What follows belongs to an exercise in optimizing a design on an open flow for small area; a production flow would make more cautious choices. The RTL was checked by simulation tests, not by an equivalence proof against the original design. Power is estimated from default activity; no workload was simulated.

==> design/flow/design.v <==
module ftsm_core (
    input  wire        clk,
    input  wire        rst,         
    input  wire        op_valid,
    output wire        op_ready,
    input  wire [23:0] op_word,
    output wire        eff_valid,
    input  wire        eff_ready,
    output wire [3:0]  eff_kind,
    output wire [15:0] eff_arg,
    output wire        done,
    output wire [15:0] ret_data
);
    localparam [2:0] PH_IDLE = 3'd0, PH_EXT = 3'd1, PH_BEGIN = 3'd2,
                     PH_EDONE = 3'd3, PH_TXND = 3'd4, PH_COENT = 3'd5,
                     PH_DONE = 3'd6, PH_RST = 3'd7;
    localparam [3:0] O_SUBMIT = 4'd1, O_RREAD = 4'd2, O_CSTART = 4'd3,
                     O_CABORT = 4'd4, O_DTGET = 4'd5, O_DTCNT = 4'd6,
                     O_TXD = 4'd8, O_RXD = 4'd9, O_RXE = 4'd10,
                     O_EDGE = 4'd11, O_FETO = 4'd12, O_COTO = 4'd13,
                     O_BM = 4'd14;
    localparam [2:0] FE_IDLE = 3'd0, FE_WTD = 3'd1, FE_WTE = 3'd2,
                     FE_WRD = 3'd3, FE_WIFT = 3'd4, FE_WBFT = 3'd5;
    localparam [3:0] CO_IDLE = 4'd0, CO_FIND = 4'd1, CO_SEND_INIT = 4'd2,
                     CO_WAIT_INIT = 4'd3, CO_SEND_RAND = 4'd4,
                     CO_WAIT_RAND = 4'd5, CO_SA_H = 4'd6, CO_SA_M = 4'd7,
                     CO_SA_L = 4'd8, CO_COMPARE = 4'd9, CO_PROG = 4'd10,
                     CO_WITHDRAW = 4'd12, CO_TERMINATE = 4'd13,
                     CO_ERROR = 4'd14, CO_EXIT = 4'd15;
    localparam [1:0] CL_NONE = 2'd0, CL_MAYBE = 2'd1, CL_ILLEGAL = 2'd3;
    localparam [3:0] PM_NONE = 4'd0, PM_CLR = 4'd1, PM_WR = 4'd2,
                     PM_GET = 4'd3, PM_CNT = 4'd4, PM_FREE = 4'd5,
                     PM_COLL = 4'd6,
                     PM_INIT = 4'd8, PM_CMPA = 4'd9, PM_CMPN = 4'd10,
                     PM_SPEC = 4'd11, PM_WD = 4'd12, PM_SA = 4'd13;
    reg [2:0]  phase, slot;
    reg [3:0]  opc;
    reg [6:0]  ret;                
    reg        pf;                 
    reg        run;                
    reg        c1, c2;             
    reg [2:0]  fe_state;
    reg [15:0] fe_frame;
    reg [7:0]  fe_resp;
    reg        fe_repeated, fe_activity, fe_wrd_armed;
    reg [3:0]  fe_status;
    reg [1:0]  bm_count;
    reg        td_state, td_owner, td_cb;
    reg        res_valid;
    reg [3:0]  res_status;
    reg [7:0]  res_resp;
    reg [3:0]  co_state;
    reg        co_full, co_abort;
    reg [6:0]  co_index;
    reg [1:0]  sw_found;           
    reg        sw_special, sw_first, mm_eq;
    reg [2:0]  sdiff;              
    reg [23:0] cur, mn, mx;        
    reg [31:0] dE1, dE0, dO1, dO0;  
    reg [4:0]  dpos, spos;
    wire       f        = ret[0];
    wire       bm_fault = (bm_count == 2'd3);
    function [2:0] classify;        
        input [15:0] frame;
        reg [7:0] a, d;
        reg direct, special, bcast, is_qry, is_cfg;
        begin
            a = frame[15:8];
            d = frame[7:0];
            direct  = (a[7] == 1'b0);
            special = ((a[7:5] == 3'b101) || (a[7:5] == 3'b110)) && a[0];
            bcast   = (a[7:1] == 7'b1111111);
            is_qry  = (d >= 8'h90) && (d <= 8'hDF);
            is_cfg  = ((d >= 8'h20) && (d <= 8'h81)) ||
                      ((d >= 8'hE0) && (d <= 8'hE3));
            if (!a[0])
                classify = 3'b000;
            else if (special) begin
                if (a == 8'hA9 || a == 8'hC7)
                    classify[2:1] = CL_MAYBE;
                else if (a == 8'hBB || a == 8'hB9)
                    classify[2:1] = 2'd2;
                else
                    classify[2:1] = CL_NONE;
                classify[0] = (a == 8'hA5) || (a == 8'hA7 && d == 8'h00);
            end else begin
                if (is_qry)
                    classify[2:1] = direct ? 2'd2 : CL_ILLEGAL;
                else
                    classify[2:1] = CL_NONE;
                classify[0] = is_cfg && (direct || bcast);
            end
        end
    endfunction
    wire [2:0] cls = classify(fe_frame);
    reg        e_stop, e_tx, e_rx, e_st, e_last;
    reg [1:0]  stop_k;             
    reg        rx_one, st_co;
    reg [7:0]  st_t;
    reg [1:0]  last_k;             
    reg [3:0]  pmode;
    reg [2:0]  n_phase;
    reg [6:0]  n_ret;
    reg [2:0]  n_fe_state;
    reg [15:0] n_fe_frame;
    reg [7:0]  n_fe_resp;
    reg        n_fe_repeated, n_fe_activity, n_fe_wrd_armed;
    reg [3:0]  n_fe_status;
    reg [1:0]  n_bm_count;
    reg        n_td_state, n_td_owner, n_td_cb;
    reg        n_res_valid;
    reg [3:0]  n_res_status;
    reg [7:0]  n_res_resp;
    reg [3:0]  n_co_state;
    reg        n_co_full, n_co_abort;
    reg [6:0]  n_co_index;
    reg [1:0]  n_sw_found, found_inc;
    reg        n_sw_special, n_sw_first, n_mm_eq;
    reg [2:0]  n_sdiff;
    reg        answered;
    task fin;
        input [3:0] s;
        begin
            n_fe_status = s;
            e_last = 1'b1;
            n_fe_state = FE_IDLE;
            n_phase = PH_EDONE;
        end
    endtask
    task co_enter;
        input [3:0] s;
        begin
            n_co_state = s;
            n_phase = PH_COENT;
        end
    endtask
    task submit;
        input [15:0] frame;
        input [3:0]  on_refuse;
        begin
            if (td_state)
                co_enter(on_refuse);
            else begin
                n_td_owner = 1'b1;
                n_td_cb = 1'b1;
                n_fe_resp = 8'd0;
                n_td_state = 1'b1;
                n_fe_frame = frame;
                n_phase = PH_BEGIN;
            end
        end
    endtask
    always @* begin
        e_stop = 1'b0; e_tx = 1'b0; e_rx = 1'b0; e_st = 1'b0; e_last = 1'b0;
        stop_k = 2'd0; rx_one = 1'b0; st_co = 1'b0; st_t = 8'd0; last_k = 2'd0;
        pmode = PM_NONE;
        n_phase = PH_DONE;
        n_ret = ret;
        n_fe_state = fe_state;       n_fe_frame = fe_frame;
        n_fe_resp = fe_resp;
        n_fe_repeated = fe_repeated; n_fe_activity = fe_activity;
        n_fe_wrd_armed = fe_wrd_armed;
        n_fe_status = fe_status;
        n_bm_count = bm_count;
        n_td_state = td_state;       n_td_owner = td_owner;
        n_td_cb = td_cb;
        n_res_valid = res_valid;     n_res_status = res_status;
        n_res_resp = res_resp;
        n_co_state = co_state;       n_co_full = co_full;
        n_co_abort = co_abort;       n_co_index = co_index;
        n_sw_found = sw_found;       n_sw_special = sw_special;
        n_sw_first = sw_first;       n_mm_eq = mm_eq;
        n_sdiff = sdiff;
        answered = 1'b0;
        found_inc = sw_found;
        case (phase)
        PH_RST: begin
            pmode = PM_CLR;
            n_phase = PH_IDLE;
        end
        PH_EXT: begin
            n_ret = 7'd0;
            case (opc)
            O_SUBMIT: begin
                if (!td_state) begin
                    n_td_owner = 1'b0;
                    n_td_cb = f;
                    n_fe_resp = 8'd0;
                    n_td_state = 1'b1;
                    n_phase = PH_BEGIN;
                    n_ret = 7'd1;
                end
            end
            O_CSTART: begin
                if (co_state == CO_IDLE) begin
                    n_co_full = f;
                    n_co_abort = 1'b0;
                    n_co_index = 7'd0;
                    if (f) begin
                        pmode = PM_CLR;
                        co_enter(CO_SEND_INIT);
                    end else
                        co_enter(CO_FIND);
                    n_ret = 7'd1;
                end
            end
            O_CABORT: begin
                if (co_state == CO_WAIT_RAND) begin
                    e_stop = 1'b1; stop_k = 2'd2;
                    co_enter(CO_TERMINATE);
                    n_ret = 7'd1;
                end else if (co_state != CO_IDLE && co_state != CO_TERMINATE) begin
                    n_co_abort = 1'b1;
                    n_ret = 7'd1;
                end
            end
            O_DTGET: begin
                pmode = PM_GET;
                n_ret = ret;
            end
            O_DTCNT: begin
                pmode = PM_CNT;
                n_ret = ret;
            end
            O_TXD: begin
                if (fe_state == FE_WTD) begin
                    e_st = 1'b1; st_t = 8'd22;
                    e_last = 1'b1;
                    n_fe_state = FE_WTE;
                end
            end
            O_RXD: begin
                if (fe_state == FE_WTE) begin
                    e_stop = 1'b1; stop_k = 2'd1;
                    if (!pf)
                        fin(4'd5);
                    else if (cls[2:1] == CL_NONE) begin
                        n_fe_status = 4'd0;
                        e_st = 1'b1; st_t = 8'd12;
                        e_last = 1'b1;
                        n_fe_state = FE_WIFT;
                    end else begin
                        n_fe_activity = 1'b0;
                        e_rx = 1'b1; rx_one = 1'b1;
                        e_st = 1'b1; st_t = 8'd16;
                        e_last = 1'b1;
                        n_fe_state = FE_WRD;
                        n_fe_wrd_armed = 1'b1;
                    end
                end else if (fe_state == FE_WRD) begin
                    e_stop = fe_wrd_armed; stop_k = 2'd1;
                    n_fe_status = 4'd1;
                    e_st = 1'b1; st_t = 8'd9;
                    e_last = 1'b1;
                    n_fe_state = FE_WBFT;
                end
            end
            O_RXE: begin
                if (fe_state == FE_WTD)
                    fin(4'd4);
                else if (fe_state == FE_WTE) begin
                    e_stop = 1'b1; stop_k = 2'd1;
                    fin(4'd4);
                end else if (fe_state == FE_WRD) begin
                    e_stop = fe_wrd_armed; stop_k = 2'd1;
                    n_fe_status = fe_activity ? 4'd7 : 4'd6;
                    e_st = 1'b1; st_t = 8'd12;
                    e_last = 1'b1;
                    n_fe_state = FE_WIFT;
                end
            end
            O_EDGE: begin
                if (fe_state == FE_WRD)
                    n_fe_activity = 1'b1;
            end
            O_FETO: begin
                case (fe_state)
                FE_WTE: begin
                    e_stop = 1'b1; stop_k = 2'd0;
                    fin(4'd3);
                end
                FE_WRD: begin
                    if (fe_wrd_armed) begin
                        n_fe_wrd_armed = 1'b0;
                        if (!fe_activity) begin
                            e_stop = 1'b1; stop_k = 2'd0;
                            fin(cls[2:1] == CL_MAYBE ? 4'd2 : 4'd6);
                        end
                    end
                end
                FE_WIFT: begin
                    if (cls[0] && !fe_repeated) begin
                        n_fe_repeated = 1'b1;
                        e_tx = 1'b1; e_rx = 1'b1;
                        e_last = 1'b1;
                        n_fe_state = FE_WTD;
                    end else
                        fin(fe_status);
                end
                FE_WBFT:
                    fin(fe_status);
                default: ;
                endcase
            end
            O_COTO: begin
                if (co_state == CO_WAIT_RAND)
                    co_enter(CO_SA_H);
            end
            O_BM: begin
                if (f)
                    n_bm_count = bm_fault ? 2'd3 : bm_count + 2'd1;
                else
                    n_bm_count = 2'd0;
            end
            default: ;
            endcase
        end
        PH_BEGIN: begin
            n_fe_status = 4'd0;
            n_fe_repeated = 1'b0;
            n_fe_activity = 1'b0;
            if (bm_fault)
                fin(4'd9);
            else if (cls[2:1] == CL_ILLEGAL)
                fin(4'd8);
            else begin
                e_tx = 1'b1; e_rx = 1'b1;
                e_last = 1'b1;
                n_fe_state = FE_WTD;
            end
        end
        PH_EDONE: begin
            n_td_state = 1'b0;
            if (td_owner)
                n_phase = PH_TXND;
            else if (td_cb) begin
                e_last = 1'b1; last_k = 2'd1;
            end else begin
                n_res_status = fe_status;
                n_res_resp = fe_resp;
                n_res_valid = 1'b1;
            end
        end
        PH_TXND: begin
            if (co_abort && co_state != CO_TERMINATE)
                co_enter(CO_TERMINATE);
            else begin
                case (co_state)
                CO_FIND: begin
                    if (fe_status == 4'd1 || fe_status == 4'd7) begin
                        pmode = PM_WR;
                        if (co_index[5:0] != 6'd63) begin
                            n_co_index = co_index + 7'd1;
                            co_enter(CO_FIND);
                        end else begin
                            n_co_index = 7'd0;
                            co_enter(CO_SEND_INIT);
                        end
                    end else
                        co_enter(CO_ERROR);
                end
                CO_WAIT_INIT: begin
                    if (fe_status != 4'd0)
                        co_enter(CO_ERROR);
                    else if (co_full)
                        co_enter(CO_SEND_RAND);
                    else begin
                        n_co_index = co_index + 7'd1;
                        co_enter(CO_SEND_INIT);
                    end
                end
                CO_SEND_RAND: begin
                    if (fe_status != 4'd0) co_enter(CO_ERROR);
                    else                   co_enter(CO_WAIT_RAND);
                end
                CO_SA_H: begin
                    if (fe_status != 4'd0) co_enter(CO_ERROR);
                    else                   co_enter(CO_SA_M);
                end
                CO_SA_M: begin
                    if (fe_status != 4'd0) co_enter(CO_ERROR);
                    else                   co_enter(CO_SA_L);
                end
                CO_SA_L: begin
                    if (fe_status != 4'd0) co_enter(CO_ERROR);
                    else                   co_enter(CO_COMPARE);
                end
                CO_COMPARE: begin
                    answered = (fe_status == 4'd1) || (fe_status == 4'd7);
                    if (!answered && fe_status != 4'd2)
                        co_enter(CO_ERROR);
                    else begin
                        if (answered && sw_found != 2'd2)
                            found_inc = sw_found + 2'd1;
                        n_sw_found = found_inc;
                        if (mm_eq) begin
                            if (sw_first && found_inc == 2'd0 && !sw_special) begin
                                pmode = PM_SPEC;
                                n_sw_special = 1'b1;
                                n_mm_eq = pf;
                                co_enter(CO_SA_H);
                            end else if (found_inc == 2'd1)
                                co_enter(CO_PROG);
                            else
                                co_enter(CO_TERMINATE);
                        end else begin
                            pmode = answered ? PM_CMPA : PM_CMPN;
                            n_mm_eq = pf;
                            n_sw_found = 2'd0;
                            co_enter(CO_SA_H);
                        end
                    end
                end
                CO_PROG: begin
                    if (fe_status != 4'd0) co_enter(CO_ERROR);
                    else                   co_enter(CO_WITHDRAW);
                end
                CO_WITHDRAW: begin
                    if (fe_status != 4'd0)
                        co_enter(CO_ERROR);
                    else begin
                        pmode = PM_WD;
                        n_mm_eq = pf;
                        n_sw_found = 2'd0;
                        n_sw_special = 1'b0;
                        n_sw_first = 1'b0;
                        co_enter(CO_SA_H);
                    end
                end
                CO_TERMINATE: co_enter(CO_EXIT);
                default: ;
                endcase
            end
        end
        PH_COENT: begin
            case (co_state)
            CO_FIND:
                submit({1'b0, co_index[5:0], 1'b1, 8'h90}, CO_ERROR);
            CO_SEND_INIT: begin
                if (co_full) begin
                    n_co_state = CO_WAIT_INIT;
                    submit(16'hA500, CO_ERROR);
                end else begin
                    pmode = PM_COLL;
                    if (!pf)
                        co_enter(CO_SEND_RAND);
                    else begin
                        n_co_state = CO_WAIT_INIT;
                        submit({8'hA5, 1'b0, co_index[5:0], 1'b1}, CO_ERROR);
                    end
                end
            end
            CO_SEND_RAND: begin
                pmode = PM_INIT;
                n_mm_eq = 1'b0;
                n_sw_found = 2'd0;
                n_sw_special = 1'b0;
                n_sw_first = 1'b1;
                submit(16'hA700, CO_ERROR);
            end
            CO_WAIT_RAND: begin
                e_st = 1'b1; st_co = 1'b1; st_t = 8'd100;
            end
            CO_SA_H, CO_SA_M, CO_SA_L: begin
                if (sdiff[{co_state[1] & ~co_state[0], co_state[0]}]) begin
                    if (!td_state) pmode = PM_SA;
                    submit({co_state == CO_SA_H ? 8'hB1 :
                            co_state == CO_SA_M ? 8'hB3 : 8'hB5, fe_frame[7:0]},
                           CO_ERROR);
                end else
                    co_enter(co_state + 4'd1);
            end
            CO_COMPARE: begin
                n_sdiff = 3'b000;
                submit(16'hA900, CO_ERROR);
            end
            CO_PROG: begin
                pmode = PM_FREE;
                if (!pf)
                    co_enter(CO_TERMINATE);
                else
                    submit({8'hB7, 1'b0, co_index[5:0], 1'b1}, CO_ERROR);
            end
            CO_WITHDRAW:
                submit(16'hAB00, CO_ERROR);
            CO_TERMINATE: begin
                n_co_abort = 1'b0;
                submit(16'hA100, CO_EXIT);
            end
            CO_ERROR:
                co_enter(CO_EXIT);
            CO_EXIT: begin
                e_last = 1'b1; last_k = 2'd2;
                n_co_state = CO_IDLE;
            end
            default: ;
            endcase
        end
        default: ;
        endcase
    end
    reg        cur_en;
    reg [3:0]  k_out;
    reg [15:0] a_out;
    always @* begin
        cur_en = 1'b0;
        k_out = 4'd8;
        a_out = 16'd0;
        case (slot)
        3'd0: begin
            cur_en = e_stop;
            k_out = {1'b0, stop_k[1] | stop_k[0], ~stop_k[0], 1'b1};
        end
        3'd1: begin
            cur_en = e_tx;
            k_out = 4'd1;
            a_out = fe_frame;
        end
        3'd2: begin
            cur_en = e_rx;
            k_out = 4'd2;
            a_out = {14'd0, ~rx_one, rx_one};
        end
        3'd3: begin
            cur_en = e_st;
            k_out = {2'b01, st_co, 1'b0};
            a_out = {8'd0, st_t};
        end
        3'd4: begin
            cur_en = e_last;
            k_out = {2'b10, last_k[1], last_k[0]};
            a_out = last_k == 2'd0 ? {9'd0, fe_state, n_fe_status} :
                    last_k == 2'd1 ? {4'd0, fe_status, fe_resp} : 16'd0;
        end
        default: ;
        endcase
    end
    assign eff_valid = cur_en;
    assign eff_kind  = k_out;
    assign eff_arg   = a_out;
    assign op_ready  = (phase == PH_IDLE);
    assign done      = (phase == PH_DONE);
    assign ret_data  = (opc == O_RREAD) ? {3'd0, res_valid, res_status, res_resp}
                                        : {9'd0, ret};
    wire       is_sw   = pmode[3];
    wire       is_dt   = !pmode[3] && (pmode != PM_NONE);
    wire       single  = (pmode == PM_WR) || (pmode == PM_GET) || (pmode == PM_SA);
    wire [4:0] dstart  = (pmode == PM_GET) ? ret[5:1] :
                         (pmode == PM_WR || pmode == PM_COLL) ? co_index[5:1] : 5'd0;
    wire [1:0] sabyte  = {co_state[1] & ~co_state[0], co_state[0]};      
    wire [4:0] sstart  = (pmode == PM_SA) ? {sabyte, 3'd0} : 5'd0;
    wire       in_pass = (slot == 3'd5) && (pmode != PM_NONE);
    wire       step    = in_pass && (run || (is_dt ? (dpos == dstart) : (spos == sstart)));
    wire       last    = step && (single || (is_dt ? (dpos == 5'd31) : (spos == 5'd23)));
    wire       step_dt = step && is_dt;
    wire       step_sw = step && is_sw;
    wire [1:0] ev = {dE1[0], dE0[0]};
    wire [1:0] ov = {dO1[0], dO0[0]};
    wire [1:0] wv = (fe_status == 4'd1) ? 2'd1 : 2'd2;
    reg [1:0]  ne, no;
    reg        cur_in, mn_in, mx_in;
    reg        p_pf, p_c1, p_c2;
    reg [6:0]  p_ret, p_ci;
    reg [2:0]  p_sdiff;
    reg        pf_e, c1_e, c2_e;
    reg        x0, x1, y1, cn, sum1, inc;
    reg        qe, qo;
    always @* begin
        ne = ev; no = ov;
        cur_in = cur[0]; mn_in = mn[0]; mx_in = mx[0];
        pf_e = run ? pf : is_sw;
        c1_e = run ? c1 : (pmode == PM_CMPN || pmode == PM_SPEC);
        c2_e = run ? c2 : (pmode == PM_CMPN);
        p_pf = pf_e; p_c1 = c1; p_c2 = c2;
        p_ret = ret; p_ci = co_index;
        p_sdiff = sdiff;
        qe = 1'b0; qo = 1'b0;
        x0 = (pmode == PM_CMPA) ? mn[0] : (pmode == PM_CMPN) ? mx[0] : 1'b1;
        x1 = (spos == 5'd23) ? 1'b0 :
             (pmode == PM_CMPA) ? mn[1] : (pmode == PM_CMPN) ? mx[1] : 1'b1;
        y1 = (spos == 5'd23) ? 1'b0 : cur[1];
        cn = (x0 & cur[0]) | (x0 & c2_e) | (cur[0] & c2_e);
        sum1 = x1 ^ y1 ^ cn;
        inc = cur[0] ^ c1_e;
        if (step_dt) begin
            case (pmode)
            PM_CLR: begin ne = 2'd0; no = 2'd0; end
            PM_WR: begin
                if (co_index[0]) no = wv;
                else             ne = wv;
            end
            PM_GET: p_ret = {5'd0, ret[0] ? ov : ev};
            PM_CNT: p_ret = (run ? ret : 7'd0) + {6'd0, ev == 2'd1} + {6'd0, ov == 2'd1};
            PM_FREE: begin
                if (!pf_e) begin
                    if (ev == 2'd0) begin
                        ne = 2'd1; p_ci = {1'b0, dpos, 1'b0}; p_pf = 1'b1;
                    end else if (ov == 2'd0) begin
                        no = 2'd1; p_ci = {1'b0, dpos, 1'b1}; p_pf = 1'b1;
                    end
                end
            end
            PM_COLL: begin
                qe = (ev == 2'd2) && (run || !co_index[0]) && !co_index[6];
                qo = (ov == 2'd2) && !co_index[6];
                if (!pf_e) begin
                    if (qe) begin
                        p_ci = {1'b0, dpos, 1'b0}; p_pf = 1'b1;
                    end else if (qo) begin
                        p_ci = {1'b0, dpos, 1'b1}; p_pf = 1'b1;
                    end
                end
            end
            default: ;
            endcase
        end
        if (step_sw && pmode != PM_SA) begin
            case (pmode)
            PM_INIT: begin
                cur_in = (spos != 5'd23); mn_in = 1'b0; mx_in = 1'b1;
            end
            PM_CMPA: begin
                mx_in = cur[0]; cur_in = sum1;
            end
            PM_CMPN: begin
                mn_in = inc; cur_in = sum1;
            end
            PM_SPEC:
                cur_in = inc;
            default: begin      
                mn_in = cur[0]; mx_in = 1'b1; cur_in = sum1;
            end
            endcase
            p_c1 = c1_e & cur[0];
            p_c2 = cn;
            p_pf = pf_e & ~(mn_in ^ mx_in);
            if (!run)
                p_sdiff = 3'b000;
            if (pmode == PM_INIT)
                p_sdiff = 3'b111;
            else if (cur_in ^ cur[0])
                p_sdiff[spos[4:3]] = 1'b1;
        end
    end
    always @(posedge clk) begin
        dE1 <= {ne[1], dE1[31:1]};
        dE0 <= {ne[0], dE0[31:1]};
        dO1 <= {no[1], dO1[31:1]};
        dO0 <= {no[0], dO0[31:1]};
        cur <= {cur_in, cur[23:1]};
        mn  <= {mn_in, mn[23:1]};
        mx  <= {mx_in, mx[23:1]};
    end
    wire commit = (slot == 3'd6) || (slot == 3'd5 && pmode == PM_NONE);
    always @(posedge clk) begin
        if (rst) begin
            dpos <= 5'd0;
            spos <= 5'd0;
        end else begin
            dpos <= dpos + 5'd1;
            spos <= (spos == 5'd23) ? 5'd0 : spos + 5'd1;
        end
    end
    always @(posedge clk) begin
        if (rst) begin
            phase <= PH_RST;
            slot <= 3'd5;
            run <= 1'b0;
            opc <= 4'd0;
            ret <= 7'd0;
            pf <= 1'b0;
            fe_state <= FE_IDLE;
            fe_repeated <= 1'b0;     fe_activity <= 1'b0;
            fe_wrd_armed <= 1'b0;    fe_status <= 4'd0;
            fe_resp <= 8'd0;
            bm_count <= 2'd0;
            td_state <= 1'b0;        td_owner <= 1'b0;
            td_cb <= 1'b0;
            res_valid <= 1'b0;       res_status <= 4'd0;
            res_resp <= 8'd0;
            co_state <= CO_IDLE;     co_full <= 1'b0;
            co_abort <= 1'b0;        co_index <= 7'd0;
            sw_found <= 2'd0;        sw_special <= 1'b0;
            sw_first <= 1'b0;        mm_eq <= 1'b0;
            sdiff <= 3'b000;
        end else begin
            case (phase)
            PH_IDLE: begin
                if (op_valid) begin
                    phase <= PH_EXT;
                    slot <= 3'd0;
                    opc <= (op_word[23] == 1'b0 && op_word[18:17] == 2'b00) ?
                           op_word[22:19] : 4'd0;
                    ret <= (op_word[23:17] == {1'b0, O_DTGET, 2'b00}) ?
                           {1'b0, op_word[5:0]} : {6'd0, op_word[16]};
                    pf <= (op_word[15:0] == fe_frame);
                    if (op_word[23:17] == {1'b0, O_SUBMIT, 2'b00} && !td_state)
                        fe_frame <= op_word[15:0];
                    if (op_word[23:17] == {1'b0, O_RXD, 2'b00} && fe_state == FE_WRD)
                        fe_resp <= op_word[7:0];
                end
            end
            PH_DONE: begin
                phase <= PH_IDLE;
                if (opc == O_RREAD)
                    res_valid <= 1'b0;
            end
            default: begin
                if (slot[2:1] != 2'b11 && slot != 3'd5) begin
                    if (!cur_en || eff_ready)
                        slot <= slot + 3'd1;
                end else if (commit) begin
                    slot <= 3'd0;
                    phase <= n_phase;
                    ret <= n_ret;
                    fe_state <= n_fe_state;       fe_frame <= n_fe_frame;
                    fe_resp <= n_fe_resp;
                    fe_repeated <= n_fe_repeated; fe_activity <= n_fe_activity;
                    fe_wrd_armed <= n_fe_wrd_armed;
                    fe_status <= n_fe_status;
                    bm_count <= n_bm_count;
                    td_state <= n_td_state;       td_owner <= n_td_owner;
                    td_cb <= n_td_cb;
                    res_valid <= n_res_valid;     res_status <= n_res_status;
                    res_resp <= n_res_resp;
                    co_state <= n_co_state;       co_full <= n_co_full;
                    co_abort <= n_co_abort;       co_index <= n_co_index;
                    sw_found <= n_sw_found;       sw_special <= n_sw_special;
                    sw_first <= n_sw_first;       mm_eq <= n_mm_eq;
                    sdiff <= n_sdiff;
                end else if (step) begin
                    run <= !last;
                    if (last) slot <= 3'd6;
                    pf <= p_pf;
                    c1 <= p_c1;
                    c2 <= p_c2;
                    ret <= p_ret;
                    co_index <= p_ci;
                    sdiff <= p_sdiff;
                    if (pmode == PM_SA)
                        fe_frame[7:0] <= cur[7:0];
                end
            end
            endcase
        end
    end
endmodule
==> design/flow/run.sh <==
#!/bin/bash
# synth_recipe.tcl (not shown) runs the flow's synth.tcl, then flattens the netlist and writes it again
# the make line also repeats each setting of config.mk as NAME=value (left out here)
make -C /OpenROAD-flow-scripts/flow DESIGN_CONFIG=/design/flow/config.mk WORK_HOME=/design/flow/orfs CLKGATE_MAP_FILE= SYNTH_SCRIPT=/design/flow/synth_recipe.tcl finish
==> design/flow/config.mk <==
export PLATFORM = sky130hd
export DESIGN_NAME = ftsm_core
export DESIGN_NICKNAME = ftsm_core
export VERILOG_FILES = /design/flow/design.v
export SDC_FILE = /design/flow/constraint.sdc
export NUM_CORES = 4
export LEC_CHECK = 0
export CAP_MARGIN = 20
export CORE_MARGIN = 2
export CORE_UTILIZATION = 40
export PLACE_DENSITY = 0.6
export SLEW_MARGIN = 20
==> design/flow/constraint.sdc <==
create_clock -name core_clock -period 45.0 [get_ports {clk}]
set_input_delay 9.0000 -clock core_clock [delete_from_list [all_inputs] [get_ports {clk}]]
set_output_delay 9.0000 -clock core_clock [all_outputs]
set_load 0.01 [all_outputs]
==> impl_metrics.ini, run 1 <==
[place]
port_buffers = 63
place_congestion = 0.968
hpwl_um = 32700

[timing]
period_minus_slack_ps = 13800
fin_setup_tns_ps = 0
worst_pin_slew_ps = 1040
maxSlewViolCount = 0
finalCritPeriodShare = 0.307
hold_viol = 0
worst_clock_skew_ps = 16.5
clock.fmax_mhz = 72.5
setup_viol = 0
relSlewSlack = 0.304
rsz0062_at_grt = no

[floorplanning]
pin_count = 67
row_count = 67
coreArea_um2 = 33400
die_area_um2 = 35400
die_h_um = 188
dieWidth_um = 188
start_util = 0.405

[power_and_ir_drop]
clkPwrFrac = 0.359
p_int_uw = 498
peakVddDrop_v = 0.0000429
p_per_area_nw_per_um2 = 48.0
finalPower_uw = 747
switching_share = 0.334
p_sw_uw = 249
power_frac_seq = 0.395
comb_power_share = 0.245
p_leak_uw = 0.00564

[layout]
drive_gt1_frac = 0.0704
area_delta_synth_final_pct = 14.8
nNetsFinal = 1629

[clocking]
ctsResizeCount = 0
clock-root-buffer = clkbuf_16
cts_tree = done
cts_max_path_buffers = 3
numCtsBuffers = 30
htreeDepth = 1
clk_pin_slew_worst_paths_ps = 70
clock-sinks = 304
cts_setup_buffers = 0
clk_latency_ps = 580
postCtsHoldBufs = 0

[drt]
drt_iter0_drc = 1225
drtPass1Iterations = 6
wl_per_cell_um = 21.6
via_per_inst = 5.82
dr_total_vias = 11939
totalWireLength_um = 44300
ant_nets = 0
route.detailed.drc = 0

[global_route]
grt_pass1_wl_um = 67500
grt-ovfl-total = 0
grt_antenna_before_repair = 1
grt_max_degree = 56
track_usage = 0.245
grt_pass1_vias = 11238

[worst_setup_path]
max_stage_delay_ps = 730
slowest_stage = nor2b_1
path_class = reg2out
endpoint_kind = output pin
path_buf_inv = 1
worstPathCellList = nor2b_1 -> nand2_1 -> nor2_1 -> nand3_1 -> o211ai_1 -> o21ai_0 -> a21oi_1 -> a211oi_1 -> a211oi_1 -> nor2_1 -> a211o_1 -> o21ai_0 -> clkdlybuf4s50_1
r2r_end = fe_resp[4]$_SDFFE_PP0P_
r2r_cells = 14
worst_setup_path_start_kind = flop
critPathTopFamily = simple AND/OR/NAND/NOR gates
arrival_ps = 4800
r2r-start = co_state[0]$_SDFFE_PP0P_
crit_fanout = 19
worstPathRequired_ps = 36000
ff2ff_setup_slack_ps = 38540

[hold_path]
hold_class = reg2reg
hold_path_depth = 0
hold_end = mx[4]$_DFF_P_
hp-start = mx[5]$_DFF_P_

[synthesis]
netlist_instances = 1567
synth_top_area_frac = 0.423
synth_common_cells = dfxtp_1 (286), nand2_1 (157), nor2_1 (152)
synth.area.top_cells = dfxtp_1 (42%), nand2_1 (4.3%), nor2_1 (4.2%), a21oi_1 (4.1%), edfxtp_1 (4.0%)
postSynthAreaPerCell_um2 = 8.65
synth-main-ff-cell = dfxtp_1
yosysTopAreaCell = dfxtp_1
ys_ff_latch = 304
ys_async_sr_fraction = 0
syn_area_um2 = 13500
yosysUniqueCellTypes = 93
yosys_warnings = 1
yosysSeqAreaShare = 0.463
yosysMostFrequentCell = dfxtp_1
synth_edf_count = 18

[run]
cap_violations = 0

[outcome]
status = no timing/DRC/antenna violations
==> how the worst max path moves through the flow <==
stage,start,to,slack [ps],depth (start not counted)
3_3_place_gp,opc[1]$_SDFFE_PP0P_,eff_arg[0],31920,13
3_5_place_dp,opc[1]$_SDFFE_PP0P_,eff_arg[0],31870,13
4_1_cts,opc[1]$_SDFFE_PP0P_,eff_arg[0],31240,13
6_report,opc[1]$_SDFFE_PP0P_,eff_arg[0],31200,13
5_1_grt,opc[1]$_SDFFE_PP0P_,eff_arg[0],30890,13
2_1_floorplan,opc[1]$_SDFFE_PP0P_,eff_arg[0],33500,13
==> power by group through the flow <==
stage	Combinational [uW]	Clock [uW]	Sequential, uW
finish	183	269	295
detailed placement	177	0	300
global route	196	284	296
global placement	178	0	300
CTS	179	275	294
floorplan	127	0	288
==> registers in the layout, summed over array words and instances, names as in the netlist, 7 cells and up <==
| name | cells |
|---|---|
| res_resp | 8 |
| dE0 | 32 |
| cur | 24 |
| mx | 24 |
| dO1 | 32 |
| fe_resp | 8 |
| fe_frame | 16 |
| ret | 7 |
| dO0 | 32 |
| mn | 24 |
| dE1 | 32 |
| co_index | 7 |
==> cells in the final DEF (no fill, tap or decap), types with 6 or more instances in the layout <==
master,n
mux2_2,11
a22o_1,17
o211ai_1,10
and2_1,13
a221oi_1,6
nand4_1,17
a211o_1,6
clkdlybuf4s50_1,62
nor4_1,14
nand2_1,157
a311oi_1,7
nand2b_1,23
dfxtp_1,286
inv_1,47
ha_1,18
xnor2_1,23
o31ai_1,10
nand3_1,58
xor2_1,11
clkbuf_16,30
nor3b_1,6
buf_4,22
a22oi_1,12
mux2i_1,25
a31oi_1,27
o21ai_0,99
nor2b_1,29
a2111oi_0,8
edfxtp_1,18
nor2_1,152
nor3_1,56
and3_1,32
o21a_1,6
o22ai_1,17
a21oi_1,110
a211oi_1,19
or3_1,11
==> cell families after synthesis <==
family	count (synthesis)	synth area share
fa+ha+maj	19	0.0181
xor+xnor	35	0.0232
other cells	1	0.000277
mux	36	0.0276
simple gates	599	0.214
flops	304	0.463
buf+inv	152	0.0457
compound gates	421	0.209
==> area by class of cell <==
type,instances,area [um^2]
inverters,48,180
clock buffers,39,835
repair buffers,85,791
multi-input cells,1113,6680
diodes,1,2.50
fillers,3259,17900
well taps,448,561
flip-flops and latches,304,6270
clock inverters,15,246
==> metrics by stage <==
step	util	instances	setup WS (ps)	cell area [um^2]	hold slack, ps
floorplan	-	1569	33500	13600	310
detailed placement	0.433	1998	31870	14500	312
finish	0.465	2053	31200	15600	318
global placement	0.433	1998	31920	14500	310
global route	0.465	2052	30890	15600	319
CTS	0.465	2052	31240	15600	319
==> metal layers <==
metal,global-route usage,up-vias,wire length (um)
met5,0,-,0
met4,0.104,0,2040
met3,0.0410,112,3230
met2,0.388,523,19700
met1,0.331,5629,19300
li1,-,5675,-
==> run 2: changes to the inputs <==
--- a/design/flow/design.v
+++ b/design/flow/design.v
@@ -666,23 +666,11 @@
             phase <= PH_RST;
             slot <= 3'd5;
             run <= 1'b0;
-            opc <= 4'd0;
-            ret <= 7'd0;
-            pf <= 1'b0;
             fe_state <= FE_IDLE;
-            fe_repeated <= 1'b0;     fe_activity <= 1'b0;
-            fe_wrd_armed <= 1'b0;    fe_status <= 4'd0;
-            fe_resp <= 8'd0;
             bm_count <= 2'd0;
-            td_state <= 1'b0;        td_owner <= 1'b0;
-            td_cb <= 1'b0;
-            res_valid <= 1'b0;       res_status <= 4'd0;
-            res_resp <= 8'd0;
-            co_state <= CO_IDLE;     co_full <= 1'b0;
-            co_abort <= 1'b0;        co_index <= 7'd0;
-            sw_found <= 2'd0;        sw_special <= 1'b0;
-            sw_first <= 1'b0;        mm_eq <= 1'b0;
-            sdiff <= 3'b000;
+            td_state <= 1'b0;
+            res_valid <= 1'b0;
+            co_state <= CO_IDLE;
         end else begin
             case (phase)
             PH_IDLE: begin
==> design/flow/config.mk (replaced) <==
export PLATFORM = sky130hd
export DESIGN_NAME = ftsm_core
export DESIGN_NICKNAME = ftsm_core
export VERILOG_FILES = /design/flow/design.v
export SDC_FILE = /design/flow/constraint.sdc
export NUM_CORES = 4
export LEC_CHECK = 0
export ABC_AREA = 1
export CAP_MARGIN = 20
export CORE_MARGIN = 2
export CORE_UTILIZATION = 55
export PLACE_DENSITY = 0.7
export SLEW_MARGIN = 20
==> run 2 against run 1 <==
Die area is 30% lower. Sequential power is 11% higher. Via count is 6.2% lower. Clock skew is 5.5 ps higher. Routed wire length is 12% lower. Core utilization is 18 points higher. Cell area is 3.5% lower. Still clean. Non-clock buffer count is 14 lower. Hold slack better by 7.1 ps. Worst setup slack better by 560 ps.
==> impl_metrics.ini, run 2 <==
[clocking]
ctsResizeCount = 0
cts_setup_buffers = 0
cts_max_path_buffers = 3
clk_pin_slew_worst_paths_ps = 60
cts_tree = done
htreeDepth = 1
numCtsBuffers = 30
clk_latency_ps = 580
clock-sinks = 304
clock-root-buffer = clkbuf_16
postCtsHoldBufs = 0

[layout]
final_common_cell = nand2_1
final_cell_mix = nand2_1 (238), dfxtp_1 (228), inv_1 (190), nor2_1 (179), o21ai_0 (95)
area_delta_synth_final_pct = 15.6
n_antenna_cell = 0
utilization = 0.644
drive_gt1_frac = 0.0991
nNetsFinal = 1637

[synthesis]
syn_area_um2 = 13000
yosys_warnings = 1
postSynthAreaPerCell_um2 = 8.60
synth_common_cells = nand2_1 (238), dfxtp_1 (228), inv_1 (190)
ys_async_sr_fraction = 0
synth.area.top_cells = dfxtp_1 (35%), edfxtp_1 (18%), nand2_1 (6.9%), inv_1 (5.5%), nor2_1 (5.2%)
netlist_instances = 1511
ys_ff_latch = 304
yosysMostFrequentCell = nand2_1
synth_edf_count = 76
synth_top_area_frac = 0.351
synth-main-ff-cell = dfxtp_1
yosysTopAreaCell = dfxtp_1
yosysSeqAreaShare = 0.527
yosysUniqueCellTypes = 64

[timing]
worst_pin_slew_ps = 927
setup_viol = 0
hold_viol = 0
period_minus_slack_ps = 13230
finalCritPeriodShare = 0.294
maxSlewViolCount = 0
clock.fmax_mhz = 75.6
worst_clock_skew_ps = 22.0
relSlewSlack = 0.380
fin_setup_tns_ps = 0
rsz0062_at_grt = no

[drt]
wl_per_cell_um = 20.1
drt_iter0_drc = 1341
via_per_inst = 5.79
dr_total_vias = 11197
totalWireLength_um = 38800
ant_nets = 0
drtPass1Iterations = 6
route.detailed.drc = 0

[power_and_ir_drop]
switching_share = 0.341
comb_power_share = 0.253
power_frac_seq = 0.422
p_sw_uw = 264
p_leak_uw = 0.00611
clkPwrFrac = 0.325
peakVddDrop_v = 0.0000413
p_per_area_nw_per_um2 = 51.5
p_int_uw = 510

[place]
place_congestion = 1.02
port_buffers = 63
hpwl_um = 29800

[worst_setup_path]
r2r_end = fe_frame[1]$_DFFE_PP_
cp-endpoint = eff_arg[1]
r2r-start = co_state[0]$_SDFFE_PP0P_
arrival_ps = 4230
crit_fanout = 8
endpoint_kind = output pin
worstPathRequired_ps = 36000
path_class = reg2out
ff2ff_setup_slack_ps = 40170
worst_setup_path_start_kind = flop
crit_start = fe_state[1]$_SDFFE_PP0P_
r2r_cells = 17

[run]
cap_violations = 0

[hold_path]
hold_class = reg2reg

[global_route]
track_usage = 0.312
grt_pass1_wl_um = 58700
grt-ovfl-total = 0
grt_max_degree = 28
grt_pass1_vias = 10248
grt_antenna_before_repair = 1

[floorplanning]
die_h_um = 158
coreArea_um2 = 23300
die_area_um2 = 24900
start_util = 0.557
dieWidth_um = 158
pin_count = 67
row_count = 56

[outcome]
status = no timing/DRC/antenna violations
## run 2: cell families (layout without fill, tap and decap cells)
| logic type | Yosys count | in the layout | synth area share |
|---|---|---|---|
| AND/OR/NAND/NOR | 620 | 620 | 0.220 |
| flip-flops | 304 | 304 | 0.527 |
| AO/OA/AOI/OAI | 300 | 300 | 0.144 |
| buffers and inverters | 242 | 344 | 0.0719 |
| XOR/XNOR | 20 | 20 | 0.0135 |
| adder cells (fa/ha/maj) | 18 | 18 | 0.0179 |
| multiplexers | 6 | 6 | 0.00520 |
| other | 1 | 3 | 0.000289 |
## run 2: layout make-up
type	count	area (um^2)
timing repair buffer	71	691
sequential	304	6850
multi-input combinational	967	5230
tap	319	399
clock inverter	18	161
inverter	217	820
fill	1965	8320
clock buffer	38	863
## run 2: how the worst min path moves through the flow
stage	start	end	depth (start not counted)	slack (ps)
global placement	dO0[24]$_DFF_P_	dO0[23]$_DFF_P_	0	310
detailed placement	dE1[1]$_DFF_P_	dE1[0]$_DFF_P_	0	310
CTS	dO0[24]$_DFF_P_	dO0[23]$_DFF_P_	0	320
global route	dO1[21]$_DFF_P_	dO1[20]$_DFF_P_	0	330
finish	dO0[14]$_DFF_P_	dO0[13]$_DFF_P_	0	330
floorplan	cur[11]$_DFF_P_	cur[10]$_DFF_P_	0	310
## run 2: worst max-delay path: stages (launching register included)
cell	delay [ps]
dfxtp_1	350
inv_1	70
nor2_1	540
inv_1	220
nor2_1	320
inv_1	160
nor2_1	320
nand2_1	130
nand2_1	100
nand3_1	70
nand4_1	90
o21ai_0	100
o22ai_1	270
a22oi_1	100
o21ai_0	250
clkdlybuf4s50_1	580
## run 2: layer usage
| metal | part of all wire | vias to the layer above | GRT usage |
|---|---|---|---|
| met5 | 0 | - | 0 |
| met4 | 0.038 | 0 | 0.104 |
| met3 | 0.096 | 92 | 0.0531 |
| met2 | 0.44 | 578 | 0.482 |
| met1 | 0.42 | 5252 | 0.445 |
| li1 | - | 5275 | - |
## run 2: stage by stage
step	instances	hold WS (ps)	setup WS (ps)	power (uW)	instance area, um^2
2_1_floorplan	1513	310	33440	455	13000
3_3_place_gp	1878	310	32570	521	14000
3_5_place_dp	1878	312	32530	521	14000
4_1_cts	1934	325	31900	772	15000
5_1_grt	1934	330	31510	808	15000
6_report	1934	325	31770	774	15000
## run 2: power groups by stage
stage / Combinational (uW) / Sequential (uW) / Clock [uW]
floorplan: 132 / 323 / 0
global placement: 189 / 331 / 0
detailed placement: 190 / 332 / 0
CTS: 191 / 326 / 255
global route: 213 / 329 / 266
finish: 196 / 327 / 251
==> run 3: changes to the inputs <==
--- a/design/flow/config.mk
+++ b/design/flow/config.mk
@@ -8,6 +8,8 @@
 export ABC_AREA = 1
 export CAP_MARGIN = 20
 export CORE_MARGIN = 2
-export CORE_UTILIZATION = 55
-export PLACE_DENSITY = 0.7
+export CORE_UTILIZATION = 40
+export CTS_BUF_LIST = sky130_fd_sc_hd__clkbuf_4 sky130_fd_sc_hd__clkbuf_8
+export CTS_CLUSTER_SIZE = 24
+export PLACE_DENSITY = 0.6
 export SLEW_MARGIN = 20
==> run 3 against run 2 <==
Still clean on timing, DRC and antenna. Cell area grew 0.97%. Count of clock-buffer cells in the layout increased by 35. Sequential share of layout area fell by 0.44 points. Non-clock buffer count shrank 1. Highest routed layer unchanged.
==> impl_metrics.ini, run 3 <==
[synthesis]
ys_async_sr_fraction = 0
yosysSeqAreaShare = 0.527
yosysUniqueCellTypes = 64
synth_edf_count = 76
yosys_warnings = 1
postSynthAreaPerCell_um2 = 8.60
netlist_instances = 1511
syn_area_um2 = 13000
yosysTopAreaCell = dfxtp_1
ys_ff_latch = 304
yosysMostFrequentCell = nand2_1
synth_top_area_frac = 0.351
synth_common_cells = nand2_1 (238), dfxtp_1 (228), inv_1 (190)
synth-main-ff-cell = dfxtp_1
synth.area.top_cells = dfxtp_1 (35%), edfxtp_1 (18%), nand2_1 (6.9%), inv_1 (5.5%), nor2_1 (5.2%)

[timing]
fin_setup_tns_ps = 0
period_minus_slack_ps = 13150
whs_ps = 313
hold_viol = 0
relSlewSlack = 0.239
clock.fmax_mhz = 76.1
maxSlewViolCount = 0
setup_viol = 0
rsz0062_at_grt = no
worst_clock_skew_ps = 26.1
worst_pin_slew_ps = 1130
finalCritPeriodShare = 0.292

[power_and_ir_drop]
clkPwrFrac = 0.319
peakVddDrop_v = 0.0000348
p_leak_uw = 0.00616
p_sw_uw = 261
p_int_uw = 508
power_frac_seq = 0.424
switching_share = 0.340
comb_power_share = 0.257
p_per_area_nw_per_um2 = 50.7

[clocking]
clk_latency_ps = 580
ctsResizeCount = 0
htreeDepth = 2
cts_tree = done
clk_pin_slew_worst_paths_ps = 60
clock-sinks = 304
postCtsHoldBufs = 0
cts_max_path_buffers = 3
cts_setup_buffers = 0
numCtsBuffers = 49
clock-root-buffer = clkbuf_8

[layout]
drive_gt1_frac = 0.116
area_delta_synth_final_pct = 16.7
final_common_cell = nand2_1
multi_input_area_um2 = 5240
nNetsFinal = 1655
fin_cells = 2080
n_antenna_cell = 0
final-seq-area_um2 = 6850
fillers = 3066
final_cell_mix = nand2_1 (238), dfxtp_1 (228), inv_1 (190), nor2_1 (179), o21ai_0 (95)

[worst_setup_path]
max_stage_delay_ps = 600
worst_setup_path_start_kind = flop
slowest_stage = clkdlybuf4s50_1
worstPathCellList = inv_1 -> nor2_1 -> inv_1 -> nor2_1 -> inv_1 -> nor2_1 -> nand2_1 -> nand2_1 -> nand3_1 -> nand4_1 -> o21ai_0 -> o22ai_1 -> a22oi_1 -> o21ai_0 -> clkdlybuf4s50_1
endpoint_kind = output pin
worstPathRequired_ps = 36000
crit_fanout = 8
arrival_ps = 4150
path_class = reg2out

[drt]
drt_iter0_drc = 1293
via_per_inst = 5.36
drtPass1Iterations = 6
route.detailed.drc = 0
wl_per_cell_um = 19.3
ant_nets = 0
dr_total_vias = 11144
totalWireLength_um = 40100

[global_route]
grt_max_degree = 28
track_usage = 0.236
grt_use_met2 = 0.375
use_met1 = 0.329
grt_pass1_vias = 10558
grt_util_met3 = 0.0366
grt_antenna_before_repair = 0
grt_pass1_wl_um = 60800
top_usage_layer = met2
grt-ovfl-total = 0

[place]
place_congestion = 0.969
port_buffers = 63
numPlacedInstances = 1993
hpwl_um = 30800

[floorplanning]
dieWidth_um = 184
die_h_um = 184
row_count = 65
start_util = 0.408
die_area_um2 = 33900
pin_count = 67
coreArea_um2 = 31800

[run]
cap_violations = 0

[outcome]
status = no timing/DRC/antenna violations

[hold_path]
hold_class = reg2reg
[run 3: cell type report]
cell class | count | area share
Sequential cell | 304 | 0.452
Multi-Input combinational cell | 967 | 0.345
Clock buffer | 73 | 0.0609
Inverter | 217 | 0.0541
Timing Repair Buffer | 70 | 0.0451
Tap cell | 435 | 0.0359
Clock inverter | 14 | 0.00710
[run 3: metrics by stage]
stage	total power [uW]	instance area, um^2	util	setup slack [ps]
3_5_place_dp	525	14100	0.444	32570
2_1_floorplan	455	13000	-	33440
5_1_grt	806	15200	0.477	31590
3_3_place_gp	525	14100	0.444	32420
4_1_cts	771	15200	0.477	31970
6_report	769	15200	0.477	31850
[run 3: metal layers]
| metal | vias up | share of wire |
|---|---|---|
| li1 | 5311 | - |
| met1 | 5307 | 0.45 |
| met2 | 449 | 0.45 |
| met3 | 77 | 0.070 |
| met4 | 0 | 0.028 |
| met5 | - | 0 |
[run 3: cell families after synthesis]
family	Yosys count	synth area share
adder cells (fa/ha/maj)	18	0.0179
AND/OR/NAND/NOR	620	0.220
other	1	0.000289
buffers and inverters	242	0.0719
multiplexers	6	0.00520
AO/OA/AOI/OAI	300	0.144
XOR/XNOR	20	0.0135
flip-flops	304	0.527
[run 3: path summary, 6_finish.rpt]
kind | from | endpoint | slack (ps) | cells after the start
max | fe_state[1]$_SDFFE_PP0P_ | eff_arg[1] | 31850 | 15
min | dO0[12]$_DFF_P_ | dO0[11]$_DFF_P_ | 310 | 0
max reg2reg | co_state[0]$_SDFFE_PP0P_ | fe_frame[3]$_DFFE_PP_ | 40180 | 17
min reg2reg | dO0[12]$_DFF_P_ | dO0[11]$_DFF_P_ | 310 | 0
[run 3: power by group through the flow]
stage | registers [uW] | clock network, uW | logic, uW
4_1_cts | 326 | 251 | 194
3_5_place_dp | 331 | 0 | 193
5_1_grt | 329 | 262 | 215
3_3_place_gp | 331 | 0 | 194
6_report | 326 | 245 | 198
2_1_floorplan | 323 | 0 | 132
[run 3: critical path: cells and delay by family, from the launching register on]
family | cells | cell delay [ps]
flops | 1 | 340
buf+inv | 4 | 1070
compound gates | 4 | 760
simple gates | 7 | 1410
==> run 4: changes to the inputs <==
==> design/flow/flow/run.sh (new file) <==
#!/bin/bash
# Standard ORFS layout (the standard.sh, unchanged synthesis), with two
# placement/CTS arguments changed:
#  - port buffers use the smallest buffer cell (buf_1) instead of the
#    default pick; every port still gets its own buffer;
#  - CTS uses clkbuf_4/clkbuf_8 with larger sink clusters and no dummy loads.
set -euo pipefail
export BUFFER_PORTS_ARGS="-buffer_cell sky130_fd_sc_hd__buf_1"
export CTS_ARGS="-sink_clustering_enable -repair_clock_nets -dont_use_dummy_load -buf_list {sky130_fd_sc_hd__clkbuf_4 sky130_fd_sc_hd__clkbuf_8} -sink_clustering_size 24"
bash standard.sh > flow_make.log 2>&1
==> design/flow/standard.sh (new file) <==
#!/bin/bash
# synth_recipe.tcl (not shown) runs the flow's synth.tcl, then flattens the netlist and writes it again
# the make line also repeats each setting of config.mk as NAME=value (left out here)
make -C /OpenROAD-flow-scripts/flow DESIGN_CONFIG=/design/flow/config.mk WORK_HOME=/design/flow/orfs CLKGATE_MAP_FILE= SYNTH_SCRIPT=/design/flow/synth_recipe.tcl "${@:-finish}"
--- a/design/flow/config.mk
+++ b/design/flow/config.mk
@@ -9,7 +9,5 @@
 export CAP_MARGIN = 20
 export CORE_MARGIN = 2
 export CORE_UTILIZATION = 40
-export CTS_BUF_LIST = sky130_fd_sc_hd__clkbuf_4 sky130_fd_sc_hd__clkbuf_8
-export CTS_CLUSTER_SIZE = 24
 export PLACE_DENSITY = 0.6
 export SLEW_MARGIN = 20
removed: design/flow/run.sh
==> run 4 against run 3 <==
Still clean. Register-to-register slack improved by 20 ps. Routed wire length is 0.73% lower. Final cell count is 1.7% lower. Combinational power decreased by 4%.
==> impl_metrics.ini, run 4 <==
[timing]
setup_viol = 0
hold_viol = 0
rsz0062_at_grt = no
worst_clock_skew_ps = 56.0
fin_setup_tns_ps = 0
worst_pin_slew_ps = 1150
clock.fmax_mhz = 78.4
maxSlewViolCount = 0
period_minus_slack_ps = 12760
relSlewSlack = 0.226
finalCritPeriodShare = 0.284

[floorplanning]
start_util = 0.408
coreArea_um2 = 31800
pin_count = 67
dieWidth_um = 184
die_area_um2 = 33900
die_h_um = 184
row_count = 65

[clocking]
cts_tree = done
postCtsHoldBufs = 0
htreeDepth = 2
clk_pin_slew_worst_paths_ps = 60
cts_max_path_buffers = 3
ctsResizeCount = 0
numCtsBuffers = 50
cts_setup_buffers = 0
clock-sinks = 304
clk_latency_ps = 560
clock-root-buffer = clkbuf_8

[synthesis]
postSynthAreaPerCell_um2 = 8.60
synth_common_cells = nand2_1 (238), dfxtp_1 (228), inv_1 (190)
yosysSeqAreaShare = 0.527
ys_async_sr_fraction = 0
ys_ff_latch = 304
yosysTopAreaCell = dfxtp_1
netlist_instances = 1511
synth-main-ff-cell = dfxtp_1
synth_edf_count = 76
synth.area.top_cells = dfxtp_1 (35%), edfxtp_1 (18%), nand2_1 (6.9%), inv_1 (5.5%), nor2_1 (5.2%)
yosys_warnings = 1
yosysMostFrequentCell = nand2_1
synth_top_area_frac = 0.351
syn_area_um2 = 13000
yosysUniqueCellTypes = 64

[power_and_ir_drop]
p_int_uw = 459
switching_share = 0.351
p_leak_uw = 0.00580
p_per_area_nw_per_um2 = 49.1
comb_power_share = 0.269
clkPwrFrac = 0.270
power_frac_seq = 0.461
p_sw_uw = 249
peakVddDrop_v = 0.0000370

[worst_setup_path]
worst_setup_path_start_kind = flop
r2r_cells = 18
ff2ff_setup_slack_ps = 40200
arrival_ps = 3760
crit_fanout = 6
crit_start = fe_frame[8]$_SDFFCE_PN1P_
r2r_end = fe_frame[5]$_DFFE_PP_
worstPathRequired_ps = 36000
r2r-start = phase[0]$_SDFFE_PP1P_
endpoint_kind = output pin
path_class = reg2out

[drt]
drtPass1Iterations = 5
totalWireLength_um = 39800
route.detailed.drc = 0
dr_total_vias = 11071
wl_per_cell_um = 19.5
ant_nets = 0
drt_iter0_drc = 1209
via_per_inst = 5.42

[layout]
area_delta_synth_final_pct = 11.0
final_cell_mix = nand2_1 (238), dfxtp_1 (228), inv_1 (190), nor2_1 (179), o21ai_0 (95)
final_common_cell = nand2_1
finalInstanceArea_um2 = 14400
final-seq-area_um2 = 6850
n_antenna_cell = 0
multi_input_area_um2 = 5230
fillers = 3199
nNetsFinal = 1657
drive_gt1_frac = 0.0963

[place]
port_buffers = 63
place_congestion = 0.949
place_area_um2 = 13700
hpwl_um = 30600

[global_route]
grt_pass1_wl_um = 60400
grt_max_degree = 28
track_usage = 0.234
grt_antenna_before_repair = 0
grt-ovfl-total = 0
grt_pass1_vias = 10434

[hold_path]
hold_end = dE0[27]$_DFF_P_
hold_path_depth = 0
hp-start = dE0[28]$_DFF_P_
hold_class = reg2reg

[run]
cap_violations = 0

[outcome]
status = no timing/DRC/antenna violations
## run 4: how the worst max path moves through the flow
stage	slack, ps	depth (start not counted)	endpoint
global route	31940	16	eff_arg[2]
finish	32240	13	eff_arg[3]
detailed placement	32870	15	eff_arg[2]
floorplan	33440	6	fe_frame[10]$_DFFE_PP_
global placement	32820	12	eff_arg[3]
CTS	32320	15	eff_arg[2]
## run 4: per-layer routing
metal	track usage	up-vias	routed length [um]
li1	-	5260	-
met1	0.325	5264	17600
met2	0.361	459	17600
met3	0.0447	88	3090
met4	0.0909	0	1520
met5	0	-	0
## run 4: cells by family (layout without fill, tap and decap cells)
family	count (synthesis)	in the layout	share of synthesized area
and+or+nand+nor	620	620	0.220
DFF	304	304	0.527
AOI/OAI and AO/OA	300	300	0.144
buffers and inverters	242	338	0.0719
xor gates and xnor gates	20	20	0.0135
adders and majority gates	18	18	0.0179
muxes	6	6	0.00520
other	1	3	0.000289
## run 4: area by class of cell
cell class / instances / share of cell area
inverters: 217 / 0.0568
clock buffers: 50 / 0.0477
flip-flops and latches: 304 / 0.475
well taps: 435 / 0.0377
multi-input cells: 967 / 0.363
repair buffers: 71 / 0.0206
## run 4: power groups by stage
stage	clock [uW]	sequential [uW]	combinational, uW
floorplan	0	323	132
global placement	0	331	186
detailed placement	0	331	185
CTS	198	326	186
global route	209	329	208
finish	191	326	190
## run 4: through the flow
step	instances	util	hold WS [ps]	setup WS [ps]	total power, uW
after global routing	2044	0.454	294	31940	745
after floorplan	1513	-	310	33440	455
after detailed placement	1994	0.432	312	32870	516
after global placement	1994	0.432	310	32820	517
after CTS	2044	0.454	294	32320	710
final	2044	0.454	293	32240	708
## run 4: critical path: stages, from the launching register on
cell and delay, ps:
edfxtp_1 400, inv_1 140, nor3_1 500, nand3_1 140, nand2_1 150, nor2_1 70, nor2_1 80, o21ai_0 110
o21ai_0 550, nand2_1 300, a31oi_1 350, o221ai_1 150, o211ai_1 130, buf_1 190
==> run 5: changes to the inputs <==
==> design/flow/flow/run.sh (replaced) <==
#!/bin/bash
# Standard ORFS layout (the standard.sh), with:
#  1. the standard synthesis, unchanged, then its combinational logic
#     re-mapped by ABC with a stronger area script (reopt.ys); every
#     flip-flop instance, its cell type and its nets are kept as they are;
#  2. port buffers of the smallest buffer cell (buf_1), one per port as before;
#  3. CTS with clkbuf_4/clkbuf_8, larger sink clusters and no dummy loads.
# Each tool's output goes to a log of its own in this folder.
set -euo pipefail
here=$(pwd)
res=$here/orfs/results/$FLOW_PLATFORM/ftsm_core/base
export BUFFER_PORTS_ARGS="-buffer_cell sky130_fd_sc_hd__buf_1"
export CTS_ARGS="-sink_clustering_enable -repair_clock_nets -dont_use_dummy_load -buf_list {sky130_fd_sc_hd__clkbuf_4 sky130_fd_sc_hd__clkbuf_8} -sink_clustering_size 24"

# 1. standard synthesis up to the Yosys netlist
bash standard.sh "$res/1_2_yosys.v" > make_synth.log 2>&1
cp "$res/1_2_yosys.v" "$here/std_1_2_yosys.v"

# re-map the combinational logic
lib=$FLOW_HOME/platforms/$FLOW_PLATFORM/lib/sky130_fd_sc_hd__tt_025C_1v80.lib
dontuse=""
for c in $(cat flow/dont_use.txt); do dontuse="$dontuse -dont_use $c"; done
sed -e "s#@LIB@#$lib#g" -e "s#@DONTUSE@#$dontuse#g" -e "s#@IN@#$here/std_1_2_yosys.v#g" \
    -e "s#@OUT@#$here/reopt_1_2_yosys.v#g" -e "s#@SCRIPT@#$here/flow/area.abc#g" \
    flow/reopt.ys > reopt.ys
${YOSYS_EXE:-yosys} -s reopt.ys > reopt.log 2>&1
cp "$here/reopt_1_2_yosys.v" "$res/1_2_yosys.v"
touch "$res/1_2_yosys.v"

# 2./3. the rest of the standard layout
bash standard.sh > make_layout.log 2>&1
==> design/flow/flow/area.abc (new file) <==
strash
&get -n
&deepsyn -T 90
&put
dch -f
map -a
topo
dnsize -c
==> design/flow/flow/dont_use.txt (new file) <==
sky130_fd_sc_hd__probe_p_8 sky130_fd_sc_hd__probec_p_8 sky130_fd_sc_hd__lpflow_bleeder_1 sky130_fd_sc_hd__lpflow_clkbufkapwr_1 sky130_fd_sc_hd__lpflow_clkbufkapwr_16 sky130_fd_sc_hd__lpflow_clkbufkapwr_2 sky130_fd_sc_hd__lpflow_clkbufkapwr_4 sky130_fd_sc_hd__lpflow_clkbufkapwr_8 sky130_fd_sc_hd__lpflow_clkinvkapwr_1 sky130_fd_sc_hd__lpflow_clkinvkapwr_16 sky130_fd_sc_hd__lpflow_clkinvkapwr_2 sky130_fd_sc_hd__lpflow_clkinvkapwr_4 sky130_fd_sc_hd__lpflow_clkinvkapwr_8 sky130_fd_sc_hd__lpflow_decapkapwr_12 sky130_fd_sc_hd__lpflow_decapkapwr_3 sky130_fd_sc_hd__lpflow_decapkapwr_4 sky130_fd_sc_hd__lpflow_decapkapwr_6 sky130_fd_sc_hd__lpflow_decapkapwr_8 sky130_fd_sc_hd__lpflow_inputiso0n_1 sky130_fd_sc_hd__lpflow_inputiso0p_1 sky130_fd_sc_hd__lpflow_inputiso1n_1 sky130_fd_sc_hd__lpflow_inputiso1p_1 sky130_fd_sc_hd__lpflow_inputisolatch_1 sky130_fd_sc_hd__lpflow_isobufsrc_1 sky130_fd_sc_hd__lpflow_isobufsrc_16 sky130_fd_sc_hd__lpflow_isobufsrc_2 sky130_fd_sc_hd__lpflow_isobufsrc_4 sky130_fd_sc_hd__lpflow_isobufsrc_8 sky130_fd_sc_hd__lpflow_isobufsrckapwr_16 sky130_fd_sc_hd__lpflow_lsbuf_lh_hl_isowell_tap_1 sky130_fd_sc_hd__lpflow_lsbuf_lh_hl_isowell_tap_2 sky130_fd_sc_hd__lpflow_lsbuf_lh_hl_isowell_tap_4 sky130_fd_sc_hd__lpflow_lsbuf_lh_isowell_4 sky130_fd_sc_hd__lpflow_lsbuf_lh_isowell_tap_1 sky130_fd_sc_hd__lpflow_lsbuf_lh_isowell_tap_2 sky130_fd_sc_hd__lpflow_lsbuf_lh_isowell_tap_4
==> design/flow/flow/reopt.ys (new file) <==
read_liberty -ignore_miss_func @LIB@
blackbox sky130_fd_sc_hd__*df* sky130_fd_sc_hd__*dl* sky130_fd_sc_hd__conb_1
read_verilog @IN@
hierarchy -check -top ftsm_core
flatten
opt -purge
tee -o reopt_before.stat stat -liberty @LIB@
abc -script @SCRIPT@ -liberty @LIB@ @DONTUSE@
opt_clean -purge
hilomap -singleton -hicell sky130_fd_sc_hd__conb_1 HI -locell sky130_fd_sc_hd__conb_1 LO
insbuf -buf sky130_fd_sc_hd__buf_4 A X
opt_clean -purge
tee -o reopt_after.stat stat -liberty @LIB@
check
write_verilog -noattr -nohex -nodec @OUT@
==> run 5 against run 4 <==
Worst setup slack worse by 1900 ps. Sequential power down 3%. Final cell count down 17%. Maximum frequency down 13%. Count of clock-buffer cells in the layout down 2. Largest power group unchanged. Via count down 18%. Power down 8.8%. Register-to-register slack worse by 2200 ps. Cell area down 13%. First-iteration DRC count down 30%. Global-route usage up 0.44 points. Highest routed layer unchanged.
==> impl_metrics.ini, run 5 <==
[floorplanning]
die_area_um2 = 29100
die_h_um = 171
dieWidth_um = 171
coreArea_um2 = 27600
start_util = 0.403
pin_count = 67
row_count = 61

[global_route]
grt_antenna_before_repair = 0
grt_pass1_vias = 8833
grt_max_degree = 26
grt-ovfl-total = 0
track_usage = 0.239
grt_pass1_wl_um = 52400

[drt]
route.detailed.drc = 0
wl_per_cell_um = 20.3
drt_iter0_drc = 841
via_per_inst = 5.41
totalWireLength_um = 34300
drtPass1Iterations = 5
dr_total_vias = 9133
ant_nets = 0

[layout]
n_antenna_cell = 0
fillers = 2802
final_common_cell = dfxtp_1
fin_cells = 1687
area_delta_synth_final_pct = 12.9
utilization = 0.455
drive_gt1_frac = 0.0512
final_cell_mix = dfxtp_1 (228), nor2_1 (195), clkinv_1 (191), nand2_1 (113), edfxtp_1 (76)
nNetsFinal = 1339

[worst_setup_path]
crit_fanout = 11
arrival_ps = 5630
worst_setup_path_start_kind = flop
path_class = reg2out
endpoint_kind = output pin
worstPathRequired_ps = 36000

[timing]
whs_ps = 264
fin_setup_tns_ps = 0
rsz0062_at_grt = no
setup_viol = 0
relSlewSlack = 0.332
maxSlewViolCount = 0
period_minus_slack_ps = 14630
finalCritPeriodShare = 0.325
clock.fmax_mhz = 68.3
worst_pin_slew_ps = 998
hold_viol = 0
worst_clock_skew_ps = 70.9

[clocking]
cts_setup_buffers = 0
cts_max_path_buffers = 3
clk_latency_ps = 590
clk_pin_slew_worst_paths_ps = 60
cts_tree = done
postCtsHoldBufs = 0
htreeDepth = 2
ctsResizeCount = 0
clock-sinks = 304
numCtsBuffers = 48
clock-root-buffer = clkbuf_8

[run]
cap_violations = 0

[power_and_ir_drop]
finalPower_uw = 646
peakVddDrop_v = 0.0000252
p_per_area_nw_per_um2 = 51.5
p_leak_uw = 0.00441

[synthesis]
yosys_warnings = 1
netlist_instances = 1191
postSynthAreaPerCell_um2 = 9.33
syn_area_um2 = 11100

[outcome]
status = no timing/DRC/antenna violations

[place]
port_buffers = 63
numPlacedInstances = 1639
place_congestion = 0.925
hpwl_um = 26300

[hold_path]
hold_class = reg2reg
[run 5: layout make-up]
type                    count  area, um^2  share of cell area
clock buffers              48         661              0.0526
flip-flops and latches    304        6850               0.546
well taps                 378         473              0.0377
repair buffers             72         304              0.0242
multi-input cells         694        3550               0.283
inverters                 191         717              0.0571
[run 5: path summary, 6_finish.rpt]
path	from	cells after the start	endpoint	slack [ps]
worst max-delay path	phase[0]$_SDFFE_PP1P_	18	eff_arg[1]	30370
worst min-delay path	dE0[8]$_DFF_P_	0	dE0[7]$_DFF_P_	260
worst max register to register	fe_status[2]$_DFFE_PP_	22	fe_frame[1]$_DFFE_PP_	38030
worst min register to register	dE0[8]$_DFF_P_	0	dE0[7]$_DFF_P_	260
[run 5: through the flow]
step	area, um^2	worst slack, ps
floorplan	11100	32690
global placement	11900	31170
CTS	12500	30440
detailed placement	11900	30970
global route	12500	29910
finish	12500	30370
[run 5: layer usage]
| metal | vias up | global-route usage | routed length, um |
|---|---|---|---|
| met5 | - | 0 | 0 |
| met4 | 0 | 0.0992 | 1300 |
| met3 | 85 | 0.0386 | 2510 |
| met2 | 392 | 0.385 | 15600 |
| met1 | 4319 | 0.319 | 14900 |
| li1 | 4337 | - | - |
[run 5: worst max-delay path: stages (launching register included)]
cell and delay, ps:
dfxtp_1 510, clkinv_1 310, nor2_1 160, clkinv_1 110, nor2_1 620, clkinv_1 510, nor2_1 520, clkinv_1 330
nor2_1 180, clkinv_1 90, nor3_1 490, clkinv_1 280, nand3_1 150, clkinv_1 140, a31oi_1 160, o21ai_0 140
nand2_1 80, o211ai_1 120, buf_1 170
[run 5: power breakdown]
part	total, uW	switching [uW]	internal (uW)
combinational	144	107	37.3
clock	185	91.7	93.6
sequential	316	15.7	300

-- static timing again, ports no longer ideal --
How much do the figures lean on ideal ports? The routed layouts below were timed once more, with nothing changed but the port constraints.
Step 1, drivers: a clkbuf_16 drives clk and a buf_2 each remaining input, both assumed.
Step 2 adds t to the input delays and takes it off the output delays; t is the mean of the earliest and latest rising clock arrival at the registers after step 1. Input paths then give back, and output paths get back, about the clock's delay inside the block.
a / b / c = ideal ports / drivers / drivers and shift; a / b = the first two.
run	shift t [ns]	slack for setup (ns)	worst setup path at the end	slew at the worst register clock pin (ns)	worst slew at a driven data input, ns
run 1	0.622	31.201 / 31.151 / 31.773	register to output	0.07 / 0.07	0.04
run 2	0.614	31.766 / 31.716 / 32.330	register to output	0.07 / 0.07	0.05
run 3	0.609	31.851 / 31.805 / 32.415	register to output	0.07 / 0.07	0.05
run 4	0.575	32.238 / 32.192 / 32.767	register to output	0.06 / 0.06	0.04
run 5	0.591	30.369 / 30.327 / 30.918	register to output	0.06 / 0.06	0.04
After both steps every run listed still meets setup and hold.
